This is an optimization exercise on Yosys and OpenROAD, whose aim is a short achievable clock period and few clock cycles, not a production implementation. No run shown here included a check of the RTL's function; only the layout flow was run. Power and IR drop assume default switching activity.

==> design.v <==
module crc32_rom (
    input  wire [7:0]  idx,
    output wire [31:0] data
);
    assign data[0] = idx[2];
    assign data[1] = idx[0] ^ idx[3];
    assign data[2] = idx[0] ^ idx[1] ^ idx[4];
    assign data[3] = idx[1] ^ idx[2] ^ idx[5];
    assign data[4] = idx[0] ^ idx[2] ^ idx[3] ^ idx[6];
    assign data[5] = idx[1] ^ idx[3] ^ idx[4] ^ idx[7];
    assign data[6] = idx[4] ^ idx[5];
    assign data[7] = idx[0] ^ idx[5] ^ idx[6];
    assign data[8] = idx[1] ^ idx[6] ^ idx[7];
    assign data[9] = idx[7];
    assign data[10] = idx[2];
    assign data[11] = idx[3];
    assign data[12] = idx[0] ^ idx[4];
    assign data[13] = idx[0] ^ idx[1] ^ idx[5];
    assign data[14] = idx[1] ^ idx[2] ^ idx[6];
    assign data[15] = idx[2] ^ idx[3] ^ idx[7];
    assign data[16] = idx[0] ^ idx[2] ^ idx[3] ^ idx[4];
    assign data[17] = idx[0] ^ idx[1] ^ idx[3] ^ idx[4] ^ idx[5];
    assign data[18] = idx[0] ^ idx[1] ^ idx[2] ^ idx[4] ^ idx[5] ^ idx[6];
    assign data[19] = idx[1] ^ idx[2] ^ idx[3] ^ idx[5] ^ idx[6] ^ idx[7];
    assign data[20] = idx[3] ^ idx[4] ^ idx[6] ^ idx[7];
    assign data[21] = idx[2] ^ idx[4] ^ idx[5] ^ idx[7];
    assign data[22] = idx[2] ^ idx[3] ^ idx[5] ^ idx[6];
    assign data[23] = idx[3] ^ idx[4] ^ idx[6] ^ idx[7];
    assign data[24] = idx[0] ^ idx[2] ^ idx[4] ^ idx[5] ^ idx[7];
    assign data[25] = idx[0] ^ idx[1] ^ idx[2] ^ idx[3] ^ idx[5] ^ idx[6];
    assign data[26] = idx[0] ^ idx[1] ^ idx[2] ^ idx[3] ^ idx[4] ^ idx[6] ^ idx[7];
    assign data[27] = idx[1] ^ idx[3] ^ idx[4] ^ idx[5] ^ idx[7];
    assign data[28] = idx[0] ^ idx[4] ^ idx[5] ^ idx[6];
    assign data[29] = idx[0] ^ idx[1] ^ idx[5] ^ idx[6] ^ idx[7];
    assign data[30] = idx[0] ^ idx[1] ^ idx[6] ^ idx[7];
    assign data[31] = idx[1] ^ idx[7];
endmodule
module crc32_engine (
    input  wire        clk,
    input  wire        rst,
    input  wire        cmd_valid,
    output wire        cmd_ready,
    input  wire [7:0]  cmd,
    input  wire [31:0] din,
    output wire [31:0] dout,
    output wire        err
);
    reg [31:0] x_q;       
    reg [4:0]  mode_q;    
    reg [31:0] dout_q;    
    reg        err_q;     
    reg        ready_q;   
    reg        rt_q;      
    reg [7:0]  idx_q;     
    wire is_nop  = (cmd == 8'h00);
    wire is_init = (cmd == 8'h10);
    wire is_load = (cmd == 8'h20);
    wire is_upd  = (cmd[7:2] == 6'b001100);
    wire is_rds  = (cmd == 8'h40);
    wire is_fin  = (cmd == 8'h50);
    wire is_rdt  = (cmd == 8'h60);
    wire legal   = is_nop | is_init | is_load | is_upd | is_rds | is_fin | is_rdt;
    wire accept = cmd_valid & ready_q;
    wire [31:0] g1, g2, g3, g4;
    assign g1[0] = x_q[2] ^ x_q[8];
    assign g1[1] = x_q[0] ^ x_q[3] ^ x_q[9];
    assign g1[2] = x_q[0] ^ x_q[1] ^ x_q[4] ^ x_q[10];
    assign g1[3] = x_q[1] ^ x_q[2] ^ x_q[5] ^ x_q[11];
    assign g1[4] = x_q[0] ^ x_q[2] ^ x_q[3] ^ x_q[6] ^ x_q[12];
    assign g1[5] = x_q[1] ^ x_q[3] ^ x_q[4] ^ x_q[7] ^ x_q[13];
    assign g1[6] = x_q[4] ^ x_q[5] ^ x_q[14];
    assign g1[7] = x_q[0] ^ x_q[5] ^ x_q[6] ^ x_q[15];
    assign g1[8] = x_q[1] ^ x_q[6] ^ x_q[7] ^ x_q[16];
    assign g1[9] = x_q[7] ^ x_q[17];
    assign g1[10] = x_q[2] ^ x_q[18];
    assign g1[11] = x_q[3] ^ x_q[19];
    assign g1[12] = x_q[0] ^ x_q[4] ^ x_q[20];
    assign g1[13] = x_q[0] ^ x_q[1] ^ x_q[5] ^ x_q[21];
    assign g1[14] = x_q[1] ^ x_q[2] ^ x_q[6] ^ x_q[22];
    assign g1[15] = x_q[2] ^ x_q[3] ^ x_q[7] ^ x_q[23];
    assign g1[16] = x_q[0] ^ x_q[2] ^ x_q[3] ^ x_q[4] ^ x_q[24];
    assign g1[17] = x_q[0] ^ x_q[1] ^ x_q[3] ^ x_q[4] ^ x_q[5] ^ x_q[25];
    assign g1[18] = x_q[0] ^ x_q[1] ^ x_q[2] ^ x_q[4] ^ x_q[5] ^ x_q[6] ^ x_q[26];
    assign g1[19] = x_q[1] ^ x_q[2] ^ x_q[3] ^ x_q[5] ^ x_q[6] ^ x_q[7] ^ x_q[27];
    assign g1[20] = x_q[3] ^ x_q[4] ^ x_q[6] ^ x_q[7] ^ x_q[28];
    assign g1[21] = x_q[2] ^ x_q[4] ^ x_q[5] ^ x_q[7] ^ x_q[29];
    assign g1[22] = x_q[2] ^ x_q[3] ^ x_q[5] ^ x_q[6] ^ x_q[30];
    assign g1[23] = x_q[3] ^ x_q[4] ^ x_q[6] ^ x_q[7] ^ x_q[31];
    assign g1[24] = x_q[0] ^ x_q[2] ^ x_q[4] ^ x_q[5] ^ x_q[7];
    assign g1[25] = x_q[0] ^ x_q[1] ^ x_q[2] ^ x_q[3] ^ x_q[5] ^ x_q[6];
    assign g1[26] = x_q[0] ^ x_q[1] ^ x_q[2] ^ x_q[3] ^ x_q[4] ^ x_q[6] ^ x_q[7];
    assign g1[27] = x_q[1] ^ x_q[3] ^ x_q[4] ^ x_q[5] ^ x_q[7];
    assign g1[28] = x_q[0] ^ x_q[4] ^ x_q[5] ^ x_q[6];
    assign g1[29] = x_q[0] ^ x_q[1] ^ x_q[5] ^ x_q[6] ^ x_q[7];
    assign g1[30] = x_q[0] ^ x_q[1] ^ x_q[6] ^ x_q[7];
    assign g1[31] = x_q[1] ^ x_q[7];
    assign g2[0] = x_q[0] ^ x_q[4] ^ x_q[6] ^ x_q[7] ^ x_q[10] ^ x_q[16];
    assign g2[1] = x_q[1] ^ x_q[5] ^ x_q[7] ^ x_q[8] ^ x_q[11] ^ x_q[17];
    assign g2[2] = x_q[2] ^ x_q[6] ^ x_q[8] ^ x_q[9] ^ x_q[12] ^ x_q[18];
    assign g2[3] = x_q[3] ^ x_q[7] ^ x_q[9] ^ x_q[10] ^ x_q[13] ^ x_q[19];
    assign g2[4] = x_q[4] ^ x_q[8] ^ x_q[10] ^ x_q[11] ^ x_q[14] ^ x_q[20];
    assign g2[5] = x_q[5] ^ x_q[9] ^ x_q[11] ^ x_q[12] ^ x_q[15] ^ x_q[21];
    assign g2[6] = x_q[0] ^ x_q[4] ^ x_q[7] ^ x_q[12] ^ x_q[13] ^ x_q[22];
    assign g2[7] = x_q[1] ^ x_q[5] ^ x_q[8] ^ x_q[13] ^ x_q[14] ^ x_q[23];
    assign g2[8] = x_q[0] ^ x_q[2] ^ x_q[6] ^ x_q[9] ^ x_q[14] ^ x_q[15] ^ x_q[24];
    assign g2[9] = x_q[1] ^ x_q[3] ^ x_q[4] ^ x_q[6] ^ x_q[15] ^ x_q[25];
    assign g2[10] = x_q[2] ^ x_q[5] ^ x_q[6] ^ x_q[10] ^ x_q[26];
    assign g2[11] = x_q[3] ^ x_q[6] ^ x_q[7] ^ x_q[11] ^ x_q[27];
    assign g2[12] = x_q[0] ^ x_q[4] ^ x_q[7] ^ x_q[8] ^ x_q[12] ^ x_q[28];
    assign g2[13] = x_q[0] ^ x_q[1] ^ x_q[5] ^ x_q[8] ^ x_q[9] ^ x_q[13] ^ x_q[29];
    assign g2[14] = x_q[1] ^ x_q[2] ^ x_q[6] ^ x_q[9] ^ x_q[10] ^ x_q[14] ^ x_q[30];
    assign g2[15] = x_q[2] ^ x_q[3] ^ x_q[7] ^ x_q[10] ^ x_q[11] ^ x_q[15] ^ x_q[31];
    assign g2[16] = x_q[0] ^ x_q[3] ^ x_q[6] ^ x_q[7] ^ x_q[8] ^ x_q[10] ^ x_q[11] ^ x_q[12];
    assign g2[17] = x_q[0] ^ x_q[1] ^ x_q[4] ^ x_q[7] ^ x_q[8] ^ x_q[9] ^ x_q[11] ^ x_q[12] ^ x_q[13];
    assign g2[18] = x_q[1] ^ x_q[2] ^ x_q[5] ^ x_q[8] ^ x_q[9] ^ x_q[10] ^ x_q[12] ^ x_q[13] ^ x_q[14];
    assign g2[19] = x_q[0] ^ x_q[2] ^ x_q[3] ^ x_q[6] ^ x_q[9] ^ x_q[10] ^ x_q[11] ^ x_q[13] ^ x_q[14] ^ x_q[15];
    assign g2[20] = x_q[0] ^ x_q[1] ^ x_q[3] ^ x_q[6] ^ x_q[11] ^ x_q[12] ^ x_q[14] ^ x_q[15];
    assign g2[21] = x_q[1] ^ x_q[2] ^ x_q[6] ^ x_q[10] ^ x_q[12] ^ x_q[13] ^ x_q[15];
    assign g2[22] = x_q[2] ^ x_q[3] ^ x_q[4] ^ x_q[6] ^ x_q[10] ^ x_q[11] ^ x_q[13] ^ x_q[14];
    assign g2[23] = x_q[3] ^ x_q[4] ^ x_q[5] ^ x_q[7] ^ x_q[11] ^ x_q[12] ^ x_q[14] ^ x_q[15];
    assign g2[24] = x_q[0] ^ x_q[5] ^ x_q[7] ^ x_q[8] ^ x_q[10] ^ x_q[12] ^ x_q[13] ^ x_q[15];
    assign g2[25] = x_q[1] ^ x_q[4] ^ x_q[7] ^ x_q[8] ^ x_q[9] ^ x_q[10] ^ x_q[11] ^ x_q[13] ^ x_q[14];
    assign g2[26] = x_q[2] ^ x_q[5] ^ x_q[8] ^ x_q[9] ^ x_q[10] ^ x_q[11] ^ x_q[12] ^ x_q[14] ^ x_q[15];
    assign g2[27] = x_q[0] ^ x_q[3] ^ x_q[4] ^ x_q[7] ^ x_q[9] ^ x_q[11] ^ x_q[12] ^ x_q[13] ^ x_q[15];
    assign g2[28] = x_q[0] ^ x_q[1] ^ x_q[5] ^ x_q[6] ^ x_q[7] ^ x_q[8] ^ x_q[12] ^ x_q[13] ^ x_q[14];
    assign g2[29] = x_q[1] ^ x_q[2] ^ x_q[6] ^ x_q[7] ^ x_q[8] ^ x_q[9] ^ x_q[13] ^ x_q[14] ^ x_q[15];
    assign g2[30] = x_q[2] ^ x_q[3] ^ x_q[4] ^ x_q[6] ^ x_q[8] ^ x_q[9] ^ x_q[14] ^ x_q[15];
    assign g2[31] = x_q[3] ^ x_q[5] ^ x_q[6] ^ x_q[9] ^ x_q[15];
    assign g3[0] = x_q[0] ^ x_q[8] ^ x_q[12] ^ x_q[14] ^ x_q[15] ^ x_q[18] ^ x_q[24];
    assign g3[1] = x_q[0] ^ x_q[1] ^ x_q[9] ^ x_q[13] ^ x_q[15] ^ x_q[16] ^ x_q[19] ^ x_q[25];
    assign g3[2] = x_q[0] ^ x_q[1] ^ x_q[2] ^ x_q[10] ^ x_q[14] ^ x_q[16] ^ x_q[17] ^ x_q[20] ^ x_q[26];
    assign g3[3] = x_q[1] ^ x_q[2] ^ x_q[3] ^ x_q[11] ^ x_q[15] ^ x_q[17] ^ x_q[18] ^ x_q[21] ^ x_q[27];
    assign g3[4] = x_q[0] ^ x_q[2] ^ x_q[3] ^ x_q[4] ^ x_q[12] ^ x_q[16] ^ x_q[18] ^ x_q[19] ^ x_q[22] ^ x_q[28];
    assign g3[5] = x_q[0] ^ x_q[1] ^ x_q[3] ^ x_q[4] ^ x_q[5] ^ x_q[13] ^ x_q[17] ^ x_q[19] ^ x_q[20] ^ x_q[23] ^ x_q[29];
    assign g3[6] = x_q[1] ^ x_q[2] ^ x_q[4] ^ x_q[5] ^ x_q[6] ^ x_q[8] ^ x_q[12] ^ x_q[15] ^ x_q[20] ^ x_q[21] ^ x_q[30];
    assign g3[7] = x_q[2] ^ x_q[3] ^ x_q[5] ^ x_q[6] ^ x_q[7] ^ x_q[9] ^ x_q[13] ^ x_q[16] ^ x_q[21] ^ x_q[22] ^ x_q[31];
    assign g3[8] = x_q[3] ^ x_q[4] ^ x_q[6] ^ x_q[7] ^ x_q[8] ^ x_q[10] ^ x_q[14] ^ x_q[17] ^ x_q[22] ^ x_q[23];
    assign g3[9] = x_q[0] ^ x_q[4] ^ x_q[5] ^ x_q[7] ^ x_q[9] ^ x_q[11] ^ x_q[12] ^ x_q[14] ^ x_q[23];
    assign g3[10] = x_q[1] ^ x_q[5] ^ x_q[6] ^ x_q[10] ^ x_q[13] ^ x_q[14] ^ x_q[18];
    assign g3[11] = x_q[0] ^ x_q[2] ^ x_q[6] ^ x_q[7] ^ x_q[11] ^ x_q[14] ^ x_q[15] ^ x_q[19];
    assign g3[12] = x_q[1] ^ x_q[3] ^ x_q[7] ^ x_q[8] ^ x_q[12] ^ x_q[15] ^ x_q[16] ^ x_q[20];
    assign g3[13] = x_q[0] ^ x_q[2] ^ x_q[4] ^ x_q[8] ^ x_q[9] ^ x_q[13] ^ x_q[16] ^ x_q[17] ^ x_q[21];
    assign g3[14] = x_q[0] ^ x_q[1] ^ x_q[3] ^ x_q[5] ^ x_q[9] ^ x_q[10] ^ x_q[14] ^ x_q[17] ^ x_q[18] ^ x_q[22];
    assign g3[15] = x_q[1] ^ x_q[2] ^ x_q[4] ^ x_q[6] ^ x_q[10] ^ x_q[11] ^ x_q[15] ^ x_q[18] ^ x_q[19] ^ x_q[23];
    assign g3[16] = x_q[2] ^ x_q[3] ^ x_q[5] ^ x_q[7] ^ x_q[8] ^ x_q[11] ^ x_q[14] ^ x_q[15] ^ x_q[16] ^ x_q[18] ^ x_q[19] ^ x_q[20];
    assign g3[17] = x_q[0] ^ x_q[3] ^ x_q[4] ^ x_q[6] ^ x_q[8] ^ x_q[9] ^ x_q[12] ^ x_q[15] ^ x_q[16] ^ x_q[17] ^ x_q[19] ^ x_q[20] ^ x_q[21];
    assign g3[18] = x_q[1] ^ x_q[4] ^ x_q[5] ^ x_q[7] ^ x_q[9] ^ x_q[10] ^ x_q[13] ^ x_q[16] ^ x_q[17] ^ x_q[18] ^ x_q[20] ^ x_q[21] ^ x_q[22];
    assign g3[19] = x_q[2] ^ x_q[5] ^ x_q[6] ^ x_q[8] ^ x_q[10] ^ x_q[11] ^ x_q[14] ^ x_q[17] ^ x_q[18] ^ x_q[19] ^ x_q[21] ^ x_q[22] ^ x_q[23];
    assign g3[20] = x_q[3] ^ x_q[6] ^ x_q[7] ^ x_q[8] ^ x_q[9] ^ x_q[11] ^ x_q[14] ^ x_q[19] ^ x_q[20] ^ x_q[22] ^ x_q[23];
    assign g3[21] = x_q[4] ^ x_q[7] ^ x_q[9] ^ x_q[10] ^ x_q[14] ^ x_q[18] ^ x_q[20] ^ x_q[21] ^ x_q[23];
    assign g3[22] = x_q[0] ^ x_q[5] ^ x_q[10] ^ x_q[11] ^ x_q[12] ^ x_q[14] ^ x_q[18] ^ x_q[19] ^ x_q[21] ^ x_q[22];
    assign g3[23] = x_q[0] ^ x_q[1] ^ x_q[6] ^ x_q[11] ^ x_q[12] ^ x_q[13] ^ x_q[15] ^ x_q[19] ^ x_q[20] ^ x_q[22] ^ x_q[23];
    assign g3[24] = x_q[0] ^ x_q[1] ^ x_q[2] ^ x_q[7] ^ x_q[8] ^ x_q[13] ^ x_q[15] ^ x_q[16] ^ x_q[18] ^ x_q[20] ^ x_q[21] ^ x_q[23];
    assign g3[25] = x_q[1] ^ x_q[2] ^ x_q[3] ^ x_q[9] ^ x_q[12] ^ x_q[15] ^ x_q[16] ^ x_q[17] ^ x_q[18] ^ x_q[19] ^ x_q[21] ^ x_q[22];
    assign g3[26] = x_q[2] ^ x_q[3] ^ x_q[4] ^ x_q[10] ^ x_q[13] ^ x_q[16] ^ x_q[17] ^ x_q[18] ^ x_q[19] ^ x_q[20] ^ x_q[22] ^ x_q[23];
    assign g3[27] = x_q[3] ^ x_q[4] ^ x_q[5] ^ x_q[8] ^ x_q[11] ^ x_q[12] ^ x_q[15] ^ x_q[17] ^ x_q[19] ^ x_q[20] ^ x_q[21] ^ x_q[23];
    assign g3[28] = x_q[4] ^ x_q[5] ^ x_q[6] ^ x_q[8] ^ x_q[9] ^ x_q[13] ^ x_q[14] ^ x_q[15] ^ x_q[16] ^ x_q[20] ^ x_q[21] ^ x_q[22];
    assign g3[29] = x_q[5] ^ x_q[6] ^ x_q[7] ^ x_q[9] ^ x_q[10] ^ x_q[14] ^ x_q[15] ^ x_q[16] ^ x_q[17] ^ x_q[21] ^ x_q[22] ^ x_q[23];
    assign g3[30] = x_q[6] ^ x_q[7] ^ x_q[10] ^ x_q[11] ^ x_q[12] ^ x_q[14] ^ x_q[16] ^ x_q[17] ^ x_q[22] ^ x_q[23];
    assign g3[31] = x_q[7] ^ x_q[11] ^ x_q[13] ^ x_q[14] ^ x_q[17] ^ x_q[23];
    assign g4[0] = x_q[0] ^ x_q[1] ^ x_q[2] ^ x_q[3] ^ x_q[4] ^ x_q[6] ^ x_q[7] ^ x_q[8] ^ x_q[16] ^ x_q[20] ^ x_q[22] ^ x_q[23] ^ x_q[26];
    assign g4[1] = x_q[1] ^ x_q[2] ^ x_q[3] ^ x_q[4] ^ x_q[5] ^ x_q[7] ^ x_q[8] ^ x_q[9] ^ x_q[17] ^ x_q[21] ^ x_q[23] ^ x_q[24] ^ x_q[27];
    assign g4[2] = x_q[0] ^ x_q[2] ^ x_q[3] ^ x_q[4] ^ x_q[5] ^ x_q[6] ^ x_q[8] ^ x_q[9] ^ x_q[10] ^ x_q[18] ^ x_q[22] ^ x_q[24] ^ x_q[25] ^ x_q[28];
    assign g4[3] = x_q[1] ^ x_q[3] ^ x_q[4] ^ x_q[5] ^ x_q[6] ^ x_q[7] ^ x_q[9] ^ x_q[10] ^ x_q[11] ^ x_q[19] ^ x_q[23] ^ x_q[25] ^ x_q[26] ^ x_q[29];
    assign g4[4] = x_q[2] ^ x_q[4] ^ x_q[5] ^ x_q[6] ^ x_q[7] ^ x_q[8] ^ x_q[10] ^ x_q[11] ^ x_q[12] ^ x_q[20] ^ x_q[24] ^ x_q[26] ^ x_q[27] ^ x_q[30];
    assign g4[5] = x_q[0] ^ x_q[3] ^ x_q[5] ^ x_q[6] ^ x_q[7] ^ x_q[8] ^ x_q[9] ^ x_q[11] ^ x_q[12] ^ x_q[13] ^ x_q[21] ^ x_q[25] ^ x_q[27] ^ x_q[28] ^ x_q[31];
    assign g4[6] = x_q[0] ^ x_q[2] ^ x_q[3] ^ x_q[9] ^ x_q[10] ^ x_q[12] ^ x_q[13] ^ x_q[14] ^ x_q[16] ^ x_q[20] ^ x_q[23] ^ x_q[28] ^ x_q[29];
    assign g4[7] = x_q[1] ^ x_q[3] ^ x_q[4] ^ x_q[10] ^ x_q[11] ^ x_q[13] ^ x_q[14] ^ x_q[15] ^ x_q[17] ^ x_q[21] ^ x_q[24] ^ x_q[29] ^ x_q[30];
    assign g4[8] = x_q[0] ^ x_q[2] ^ x_q[4] ^ x_q[5] ^ x_q[11] ^ x_q[12] ^ x_q[14] ^ x_q[15] ^ x_q[16] ^ x_q[18] ^ x_q[22] ^ x_q[25] ^ x_q[30] ^ x_q[31];
    assign g4[9] = x_q[0] ^ x_q[2] ^ x_q[4] ^ x_q[5] ^ x_q[7] ^ x_q[8] ^ x_q[12] ^ x_q[13] ^ x_q[15] ^ x_q[17] ^ x_q[19] ^ x_q[20] ^ x_q[22] ^ x_q[31];
    assign g4[10] = x_q[0] ^ x_q[2] ^ x_q[4] ^ x_q[5] ^ x_q[7] ^ x_q[9] ^ x_q[13] ^ x_q[14] ^ x_q[18] ^ x_q[21] ^ x_q[22] ^ x_q[26];
    assign g4[11] = x_q[1] ^ x_q[3] ^ x_q[5] ^ x_q[6] ^ x_q[8] ^ x_q[10] ^ x_q[14] ^ x_q[15] ^ x_q[19] ^ x_q[22] ^ x_q[23] ^ x_q[27];
    assign g4[12] = x_q[2] ^ x_q[4] ^ x_q[6] ^ x_q[7] ^ x_q[9] ^ x_q[11] ^ x_q[15] ^ x_q[16] ^ x_q[20] ^ x_q[23] ^ x_q[24] ^ x_q[28];
    assign g4[13] = x_q[0] ^ x_q[3] ^ x_q[5] ^ x_q[7] ^ x_q[8] ^ x_q[10] ^ x_q[12] ^ x_q[16] ^ x_q[17] ^ x_q[21] ^ x_q[24] ^ x_q[25] ^ x_q[29];
    assign g4[14] = x_q[0] ^ x_q[1] ^ x_q[4] ^ x_q[6] ^ x_q[8] ^ x_q[9] ^ x_q[11] ^ x_q[13] ^ x_q[17] ^ x_q[18] ^ x_q[22] ^ x_q[25] ^ x_q[26] ^ x_q[30];
    assign g4[15] = x_q[1] ^ x_q[2] ^ x_q[5] ^ x_q[7] ^ x_q[9] ^ x_q[10] ^ x_q[12] ^ x_q[14] ^ x_q[18] ^ x_q[19] ^ x_q[23] ^ x_q[26] ^ x_q[27] ^ x_q[31];
    assign g4[16] = x_q[1] ^ x_q[4] ^ x_q[7] ^ x_q[10] ^ x_q[11] ^ x_q[13] ^ x_q[15] ^ x_q[16] ^ x_q[19] ^ x_q[22] ^ x_q[23] ^ x_q[24] ^ x_q[26] ^ x_q[27] ^ x_q[28];
    assign g4[17] = x_q[2] ^ x_q[5] ^ x_q[8] ^ x_q[11] ^ x_q[12] ^ x_q[14] ^ x_q[16] ^ x_q[17] ^ x_q[20] ^ x_q[23] ^ x_q[24] ^ x_q[25] ^ x_q[27] ^ x_q[28] ^ x_q[29];
    assign g4[18] = x_q[0] ^ x_q[3] ^ x_q[6] ^ x_q[9] ^ x_q[12] ^ x_q[13] ^ x_q[15] ^ x_q[17] ^ x_q[18] ^ x_q[21] ^ x_q[24] ^ x_q[25] ^ x_q[26] ^ x_q[28] ^ x_q[29] ^ x_q[30];
    assign g4[19] = x_q[0] ^ x_q[1] ^ x_q[4] ^ x_q[7] ^ x_q[10] ^ x_q[13] ^ x_q[14] ^ x_q[16] ^ x_q[18] ^ x_q[19] ^ x_q[22] ^ x_q[25] ^ x_q[26] ^ x_q[27] ^ x_q[29] ^ x_q[30] ^ x_q[31];
    assign g4[20] = x_q[0] ^ x_q[3] ^ x_q[4] ^ x_q[5] ^ x_q[6] ^ x_q[7] ^ x_q[11] ^ x_q[14] ^ x_q[15] ^ x_q[16] ^ x_q[17] ^ x_q[19] ^ x_q[22] ^ x_q[27] ^ x_q[28] ^ x_q[30] ^ x_q[31];
    assign g4[21] = x_q[0] ^ x_q[2] ^ x_q[3] ^ x_q[5] ^ x_q[12] ^ x_q[15] ^ x_q[17] ^ x_q[18] ^ x_q[22] ^ x_q[26] ^ x_q[28] ^ x_q[29] ^ x_q[31];
    assign g4[22] = x_q[2] ^ x_q[7] ^ x_q[8] ^ x_q[13] ^ x_q[18] ^ x_q[19] ^ x_q[20] ^ x_q[22] ^ x_q[26] ^ x_q[27] ^ x_q[29] ^ x_q[30];
    assign g4[23] = x_q[0] ^ x_q[3] ^ x_q[8] ^ x_q[9] ^ x_q[14] ^ x_q[19] ^ x_q[20] ^ x_q[21] ^ x_q[23] ^ x_q[27] ^ x_q[28] ^ x_q[30] ^ x_q[31];
    assign g4[24] = x_q[2] ^ x_q[3] ^ x_q[6] ^ x_q[7] ^ x_q[8] ^ x_q[9] ^ x_q[10] ^ x_q[15] ^ x_q[16] ^ x_q[21] ^ x_q[23] ^ x_q[24] ^ x_q[26] ^ x_q[28] ^ x_q[29] ^ x_q[31];
    assign g4[25] = x_q[1] ^ x_q[2] ^ x_q[6] ^ x_q[9] ^ x_q[10] ^ x_q[11] ^ x_q[17] ^ x_q[20] ^ x_q[23] ^ x_q[24] ^ x_q[25] ^ x_q[26] ^ x_q[27] ^ x_q[29] ^ x_q[30];
    assign g4[26] = x_q[2] ^ x_q[3] ^ x_q[7] ^ x_q[10] ^ x_q[11] ^ x_q[12] ^ x_q[18] ^ x_q[21] ^ x_q[24] ^ x_q[25] ^ x_q[26] ^ x_q[27] ^ x_q[28] ^ x_q[30] ^ x_q[31];
    assign g4[27] = x_q[0] ^ x_q[1] ^ x_q[2] ^ x_q[6] ^ x_q[7] ^ x_q[11] ^ x_q[12] ^ x_q[13] ^ x_q[16] ^ x_q[19] ^ x_q[20] ^ x_q[23] ^ x_q[25] ^ x_q[27] ^ x_q[28] ^ x_q[29] ^ x_q[31];
    assign g4[28] = x_q[0] ^ x_q[4] ^ x_q[6] ^ x_q[12] ^ x_q[13] ^ x_q[14] ^ x_q[16] ^ x_q[17] ^ x_q[21] ^ x_q[22] ^ x_q[23] ^ x_q[24] ^ x_q[28] ^ x_q[29] ^ x_q[30];
    assign g4[29] = x_q[0] ^ x_q[1] ^ x_q[5] ^ x_q[7] ^ x_q[13] ^ x_q[14] ^ x_q[15] ^ x_q[17] ^ x_q[18] ^ x_q[22] ^ x_q[23] ^ x_q[24] ^ x_q[25] ^ x_q[29] ^ x_q[30] ^ x_q[31];
    assign g4[30] = x_q[3] ^ x_q[4] ^ x_q[7] ^ x_q[14] ^ x_q[15] ^ x_q[18] ^ x_q[19] ^ x_q[20] ^ x_q[22] ^ x_q[24] ^ x_q[25] ^ x_q[30] ^ x_q[31];
    assign g4[31] = x_q[0] ^ x_q[1] ^ x_q[2] ^ x_q[3] ^ x_q[5] ^ x_q[6] ^ x_q[7] ^ x_q[15] ^ x_q[19] ^ x_q[21] ^ x_q[22] ^ x_q[25] ^ x_q[31];
    wire [31:0] s_cur = ({32{mode_q[0]}} & x_q) |
                        ({32{mode_q[1]}} & g1)  |
                        ({32{mode_q[2]}} & g2)  |
                        ({32{mode_q[3]}} & g3)  |
                        ({32{mode_q[4]}} & g4);
    wire [31:0] dmask = din & {{8{cmd[1] & cmd[0]}}, {8{cmd[1]}},
                               {8{cmd[1] | cmd[0]}}, 8'hFF};
    wire [4:0] upd_mode = {cmd[1:0] == 2'd3, cmd[1:0] == 2'd2,
                           cmd[1:0] == 2'd1, cmd[1:0] == 2'd0, 1'b0};
    wire [31:0] t_rd;
    crc32_rom u_rom (.idx(idx_q), .data(t_rd));
    always @(posedge clk) begin
        idx_q <= din[7:0];
        if (rst) begin
            x_q     <= 32'hFFFFFFFF;
            mode_q  <= 5'b00001;
            dout_q  <= 32'h00000000;
            err_q   <= 1'b0;
            ready_q <= 1'b0;
            rt_q    <= 1'b0;
        end else begin
            ready_q <= ~(accept & is_rdt);
            rt_q    <= accept & is_rdt;
            if (accept & ~legal)
                err_q <= 1'b1;
            if (accept & is_init) begin
                x_q    <= 32'hFFFFFFFF;
                mode_q <= 5'b00001;
            end else if (accept & is_load) begin
                x_q    <= din;
                mode_q <= 5'b00001;
            end else if (accept & is_upd) begin
                x_q    <= s_cur ^ dmask;
                mode_q <= upd_mode;
            end
            if (accept & is_rds)
                dout_q <= s_cur;
            else if (accept & is_fin)
                dout_q <= ~s_cur;
            else if (rt_q)
                dout_q <= t_rd;
        end
    end
    assign cmd_ready = ready_q;
    assign dout      = dout_q;
    assign err       = err_q;
endmodule
==> run.sh <==
#!/bin/bash
# synth_recipe.tcl (not shown) runs the flow's synth.tcl, then flattens the netlist and writes it again
# the make line also repeats each setting of config.mk as NAME=value (left out here)
make -C /OpenROAD-flow-scripts/flow DESIGN_CONFIG=/design/flow/config.mk WORK_HOME=/design/flow/orfs CLKGATE_MAP_FILE= SYNTH_SCRIPT=/design/flow/synth_recipe.tcl finish
==> config.mk <==
export PLATFORM = sky130hd
export DESIGN_NAME = crc32_engine
export DESIGN_NICKNAME = crc32_engine
export VERILOG_FILES = /design/flow/design.v
export SDC_FILE = /design/flow/constraint.sdc
export NUM_CORES = 4
export LEC_CHECK = 0
export CAP_MARGIN = 20
export CORE_MARGIN = 2
export CORE_UTILIZATION = 40
export SLEW_MARGIN = 20
export SYNTH_MEMORY_MAX_BITS = 65536
==> constraint.sdc <==
create_clock -name core_clock -period 6.0 [get_ports {clk}]
set_input_delay 1.2000 -clock core_clock [delete_from_list [all_inputs] [get_ports {clk}]]
set_output_delay 1.2000 -clock core_clock [all_outputs]
set_load 0.01 [all_outputs]
==> results of run 1 <==
-- through the flow --
| step | total power [mW] | utilization, % | hold WS [ps] | worst slack [ps] |
|---|---|---|---|---|
| global placement | 0.815 | 43.9 | 462 | 1440 |
| finish | 1.35 | 45.0 | 475 | 1620 |
| CTS | 1.35 | 45.0 | 484 | 1650 |
| detailed placement | 0.814 | 43.9 | 468 | 1300 |
| floorplan | 0.731 | - | 505 | 3010 |
| global route | 1.39 | 45.0 | 529 | 1320 |
-- power groups by stage --
| stage | registers (mW) | logic, mW | clock network [mW] |
|---|---|---|---|
| after floorplan | 0.550 | 0.180 | 0 |
| after global placement | 0.560 | 0.255 | 0 |
| after detailed placement | 0.560 | 0.255 | 0 |
| after CTS | 0.548 | 0.256 | 0.543 |
| after global routing | 0.549 | 0.277 | 0.568 |
| final | 0.548 | 0.261 | 0.543 |
-- path summary, 6_finish.rpt --
kind                                          start                      end  slack (ps)
worst max-delay path                         cmd[1]     x_q[10]$_SDFFE_PP1P_        1620
worst min-delay path             err_q$_SDFFE_PP0P_       err_q$_SDFFE_PP0P_         470
worst max register to register  x_q[2]$_SDFFE_PP1P_  dout_q[15]$_SDFFE_PP0P_        2370
worst min register to register   err_q$_SDFFE_PP0P_       err_q$_SDFFE_PP0P_         470
-- layout make-up --
class	count	area (sq um)
well taps	341	427
flip-flops and latches	80	1610
fillers	2552	14800
clock buffers	11	253
inverters	5	18.8
multi-input cells	981	8780
clock inverters	5	38.8
repair buffers	108	996
-- cells by family (layout without fill, tap and decap cells) --
group           after synthesis  after routing  synth area share (%)
buf+inv                     112            129                  5.72
compound gates              224            224                  14.7
flops                        80             80                  14.6
mux                          15             15                  1.41
simple gates                184            184                  7.47
xor+xnor                    558            558                  56.2
-- worst reg2reg max path, cell delays in order (launching register included) --
cell,delay [ps]
dfxtp_1,1030
xor2_1,540
xnor3_1,510
xor2_1,190
a222oi_1,420
o221a_2,440
xor2_1,120
a221oi_1,300
-- placed cells by master, fill, tap and decap left out, drive strengths merged, types with 4 or more instances in the layout --
cell type	n
nand2	54
xnor2	360
and3	6
a222oi	22
nor3	13
a22oi	15
dfxtp	80
mux2	4
nor2	76
a21oi	60
nand2b	8
o21ai	37
inv	6
o41ai	4
o22ai	6
a221oi	19
o211ai	13
nor3b	5
xor3	9
xnor3	54
a211oi	11
nand3	8
xor2	135
clkdlybuf4s50	75
clkbuf	11
mux2i	11
o221ai	6
buf	33
-- flip-flops by register name, summed over array words and instances, names as in the netlist --
signal / cells
mode_q: 5
dout_q: 32
idx_q: 8
err_q: 1
rt_q: 1
x_q: 32
ready_q: 1
-- metal layers --
layer	vias to the layer above	wire [microns]	part of all wire, %	GRT usage, %
met4	0	2280	5.5	13.0
met1	4445	17800	43	41.3
li1	4023	-	-	-
met5	-	0	0	0
met3	120	4130	9.9	5.76
met2	547	17600	42	43.1
==> impl_metrics.yaml, run 1 <==
global_route:
  grt.overflow.total: 0
  antenna_found_initial: 0
  grt_max_degree: 38
  grt_pass1_wl_microns: 61000
  first_global_vias: 8752
  gr-usage-all-layers_pct: 29.2
pwr:
  ir_worst_vdd_uv: 131
  power.leakage_nw: 4.63
  pwr-share-seq_pct: 40.5
  powerDensity_nw_per_um2: 112
  p_sw_share_pct: 28.6
  p_sw_uw: 387
  intPower_uw: 965
  p_comb_share_pct: 19.3
  clkPwrFrac_pct: 40.2
route:
  drt_iter0_drc: 1213
  antenna_left: 0
  drt-total-wl_microns: 41900
  dr_total_vias: 9135
  routed_via_density: 5.97
  drc: 0
  avgRoutedWirePerCell_microns: 27.3
  drt-pass1-iter-count: 6
clock_network:
  cts.clk_slew.worst_paths_ps: 70
  htree_num_levels: 3
  cts_tree: "yes"
  insertion_delay_ps: 340
  clock-sinks: 80
  root_buffer: "clkbuf_16"
  postCtsSetupBuffers: 0
  ctsHoldBuffers: 0
  ctsLongestPathBuffers: 2
  post_cts_resize_count: 0
  numCtsBuffers: 9
worst_hold_path:
  whs_path_depth: 2
  hp-class: "reg -> reg"
synthesis:
  ys_ff_latch: 80
  synth_cell_types: 66
  synthArstFlopShare_pct: 0
  yosys.area.top_type_share_pct: 26.5
  syn_area_sq_um: 11000
  avgSynthCellArea_sq_um: 9.37
  yosys-top-cells-count: "xnor2_1 (333), xor2_1 (128), dfxtp_1 (80)"
  syn_nets: 1216
  synth.area.top_cells: "xnor2_1 (27%), dfxtp_1 (15%), xnor3_1 (11%)"
  ys.flop_type: "dfxtp_1"
  yosysTopAreaCell: "xnor2_1"
  synth_most_common_cell: "xnor2_1"
  netlist_instances: 1173
  yosysWarnings: 1
  synth_edf_count: 0
  ys_seq_area_share_pct: 14.6
placement:
  post_dp_cell_area_sq_um: 11800
  routabilityCongestion: 0.980
  dp_cells: 1515
  dpl.hpwl_microns: 31100
  port_buffers: 76
worst_setup_path:
  cp_num_cells: 8
  path_common_cell: "nand2_1"
  cp_max_fo: 17
  critPathRequiredTime_ps: 6240
  critical_path.top_delay_family: "simple AND/OR/NAND/NOR gates"
  path_cells: "clkdlybuf4s50_1 > nor2_1 > nand2_1 > nor3b_2 > nand2_1 > nand2_1 > nor2_1 > o41ai_1"
  endpoint_kind: "flip-flop"
  path_class: "in -> reg"
  slowest_delay_ps: 730
  critPathLaunchType: "primary input"
  slowest_stage: "clkdlybuf4s50_1"
  ff2ff_path_depth: 7
  path_buf_inv: 1
  arrival_ps: 4620
layout:
  syn2layout_area_growth_pct: 10.4
  layout-drive-gt1-share_pct: 9.58
  n_antenna_cell: 0
  layout.nets: 1228
  fin_cells: 1531
  final_design_area_no_fill_sq_um: 12100
timing:
  fin_setup_tns_ps: 0
  min_period_ps: 4380
  slew_headroom_pct: 22.2
  skew_ps: 12.0
  slew_violations: 0
  min_period_over_period_pct: 73.1
  hold_viol_final: 0
  fmax_ghz: 0.228
  setup_viol: 0
  worst_pin_slew_ps: 1160
  rsz0062_at_grt: "no"
floorplanning:
  ios: 77
  core_area_sq_um: 27000
  start_util_pct: 40.8
  die_area_sq_um: 28800
  chipHeight_microns: 170
  die_width_microns: 170
  num_rows: 60
outcome:
  outcome: "timing/DRC/antenna clean"
flow_run:
  drv_cap: 0
==> run 2, diff against run 1 <==
--- a/config.mk
+++ b/config.mk
@@ -6,7 +6,8 @@
 export NUM_CORES = 4
 export LEC_CHECK = 0
+export ABC_CLOCK_PERIOD_IN_PS = 1500
 export CAP_MARGIN = 20
 export CORE_MARGIN = 2
 export CORE_UTILIZATION = 40
+export SETUP_SLACK_MARGIN = 4.0
 export SLEW_MARGIN = 20
-export SYNTH_MEMORY_MAX_BITS = 65536
==> impl_metrics.yaml, run 2 <==
synthesis:
  synth_cell_types: 66
  synth_edf_count: 0
  yosysTopAreaCell: "xnor2_1"
  ys_seq_area_share_pct: 14.6
  synth.area.top_cells: "xnor2_1 (27%), dfxtp_1 (15%), xnor3_1 (11%)"
  syn_nets: 1216
  syn_area_sq_um: 11000
  yosysWarnings: 1
  synth_most_common_cell: "xnor2_1"
  avgSynthCellArea_sq_um: 9.37
  netlist_instances: 1173
  yosys.area.top_type_share_pct: 26.5
  synthArstFlopShare_pct: 0
  ys_ff_latch: 80
  ys.flop_type: "dfxtp_1"
  yosys-top-cells-count: "xnor2_1 (333), xor2_1 (128), dfxtp_1 (80)"
layout:
  syn2layout_area_growth_pct: 65.6
  n_antenna_cell: 0
  mostFrequentLayoutCells: "xnor2_1 (233), buf_4 (208), xor2_1 (102)"
  largestRegisters: "dout_q: 32 flops, x_q: 32 flops, idx_q: 8 flops"
  final_common_cell: "xnor2_1"
  fill_cells: 1736
  layout-drive-gt1-share_pct: 49.9
  layout.nets: 1546
timing:
  rsz0062_at_grt: "yes"
  min_period_ps: 3050
  slew_violations: 0
  min_period_over_period_pct: 50.9
  hold_viol_final: 0
  setup_viol: 0
  worst_pin_slew_ps: 1110
  fmax_ghz: 0.328
  fin_setup_tns_ps: 0
  skew_ps: 10.7
  holdWs_ps: 483
  slew_headroom_pct: 26.1
clock_network:
  htree_num_levels: 3
  root_buffer: "clkbuf_16"
  insertion_delay_ps: 360
  ctsLongestPathBuffers: 2
  cts_tree: "yes"
  ctsHoldBuffers: 0
  cts.clk_slew.worst_paths_ps: 70
  clock-sinks: 80
  numCtsBuffers: 9
floorplanning:
  die_area_sq_um: 28800
  chipHeight_microns: 170
  core_area_sq_um: 27000
  die_width_microns: 170
  start_util_pct: 40.8
  ios: 77
  num_rows: 60
pwr:
  powerDensity_nw_per_um2: 80.8
  ir_worst_vdd_uv: 144
  power.leakage_nw: 7.58
global_route:
  grt_pass1_wl_microns: 72300
  antenna_found_initial: 0
  first_global_vias: 10700
  gr-usage-all-layers_pct: 34.9
  grt_max_degree: 31
  grt.overflow.total: 0
route:
  drt_iter0_drc: 2001
  avgRoutedWirePerCell_microns: 30.5
  antenna_left: 0
  routed_via_density: 6.36
  drc: 0
  drt-pass1-iter-count: 8
  dr_total_vias: 11800
  drt-total-wl_microns: 56400
placement:
  port_buffers: 76
  routabilityCongestion: 1.02
  dpl.hpwl_microns: 32000
worst_setup_path:
  path_class: "reg -> reg"
  endpoint_kind: "flip-flop"
  reg2reg_setup_slack_ps: 2950
  critPathRequiredTime_ps: 6300
  arrival_ps: 3350
  cp_max_fo: 5
  critPathLaunchType: "flip-flop"
worst_hold_path:
  hp-class: "reg -> reg"
outcome:
  outcome: "timing/DRC/antenna clean"
flow_run:
  drv_cap: 0
==> run 2: cell count changes in the layout (fill, tap and decap cells not counted), sizes merged, moves of 3 or more <==
cell and delta:
clkdlybuf4s50 -43, bufbuf +3, clkbuf +3, buf +352
==> run 2: kinds of logic after synthesis <==
family | after synthesis | share of synthesized area [%]
muxes | 15 | 1.41
and+or+nand+nor | 184 | 7.47
buffers and inverters | 112 | 5.72
DFF | 80 | 14.6
AOI/OAI and AO/OA | 224 | 14.7
xor gates and xnor gates | 558 | 56.2
==> run 2: area by class of cell <==
type                    instances  area [sq um]  area share (%)
flip-flops and latches         80          1720            9.46
well taps                     341           427            2.35
inverters                       5          18.8           0.103
repair buffers                424          4640            25.5
clock buffers                  11           243            1.33
clock inverters                 5          40.0           0.220
multi-input cells             983         11100            61.0
==> run 2: stage by stage <==
| stage | instance area (sq um) | setup WS, ps | utilization [%] | instances | power (mW) |
|---|---|---|---|---|---|
| finish | 18200 | 2950 | 67.5 | 1849 | 1.47 |
| global placement | 12200 | 1950 | 45.2 | 1524 | 0.822 |
| detailed placement | 12200 | 1870 | 45.3 | 1524 | 0.821 |
| floorplan | 11400 | 3270 | - | 1173 | 0.739 |
| CTS | 16400 | 3260 | 60.8 | 1752 | 1.41 |
| global route | 18200 | 2940 | 67.5 | 1849 | 1.49 |
==> run 2: what timing repair did <==
action | 4_1_cts | 5_1_grt
gates resized for setup | 611 | 152
pin swaps | 138 | 146
buffers inserted | 202 | 94
gates cloned | 10 | 3
endpoints found under the setup margin | 106 | 98
==> run 2: report_power, final <==
group	internal (mW)	switching (mW)
Clock	0.295	0.254
Combinational	0.191	0.189
Sequential	0.528	0.0123
==> run 2: per-layer routing <==
metal  GRT usage (%)  routed length (microns)  vias up
met2            51.9                    24000     1105
li1                -                        -     4670
met4            21.7                     5140        0
met5               0                        0        -
met1            43.9                    19500     5626
met3            11.1                     7740      363
==> run 2: path summary, 6_finish.rpt <==
check / cells past startpoint / to / startpoint
worst max-delay path: 10 / x_q[14]$_SDFFE_PP1P_ / x_q[4]$_SDFFE_PP1P_
worst min-delay path: 2 / err_q$_SDFFE_PP0P_ / err_q$_SDFFE_PP0P_
worst max register to register: 10 / x_q[14]$_SDFFE_PP1P_ / x_q[4]$_SDFFE_PP1P_
worst min register to register: 2 / err_q$_SDFFE_PP0P_ / err_q$_SDFFE_PP0P_
==> run 2: worst max-delay path, cell delays in order, from the launching register on <==
cell	delay [ps]
dfxtp_4	380
buf_12	160
buf_4	160
xnor2_4	300
xnor2_1	140
xnor2_1	420
xnor2_1	150
o221ai_2	470
a21oi_1	180
nor4_1	460
a211o_1	170

==> what the ideal ports hide <==
Ports are ideal in the flow. The routed layouts listed here were re-timed in OpenROAD. Step 1: set_driving_cell puts a clkbuf_16 on clk and a buf_2 on each other input, an assumption about the parent block. Step 2 times the ports against the registers' clock, not the clock port: input delays grow and output delays shrink by t, the midpoint of the rising clock arrivals with the driver on. Slacks: no drivers / after step 1 / after step 2; pairs: no drivers / after step 1.
| run | t (ns) | setup WS [ns] | latest minus earliest clock arrival (ns) | worst data-port slew with drivers (ns) |
|---|---|---|---|---|
| run 1 | 0.384 | 1.616 / 1.638 / 1.254 | 0.013 / 0.013 | 0.07 |
| run 2 | 0.397 | 2.947 / 2.947 / 2.919 | 0.011 / 0.011 | 0.07 |
After both steps every run listed still meets setup and hold. The setup slack of run 1, which loses most, moves by +0.022 ns with the drivers and by -0.362 ns with both steps.
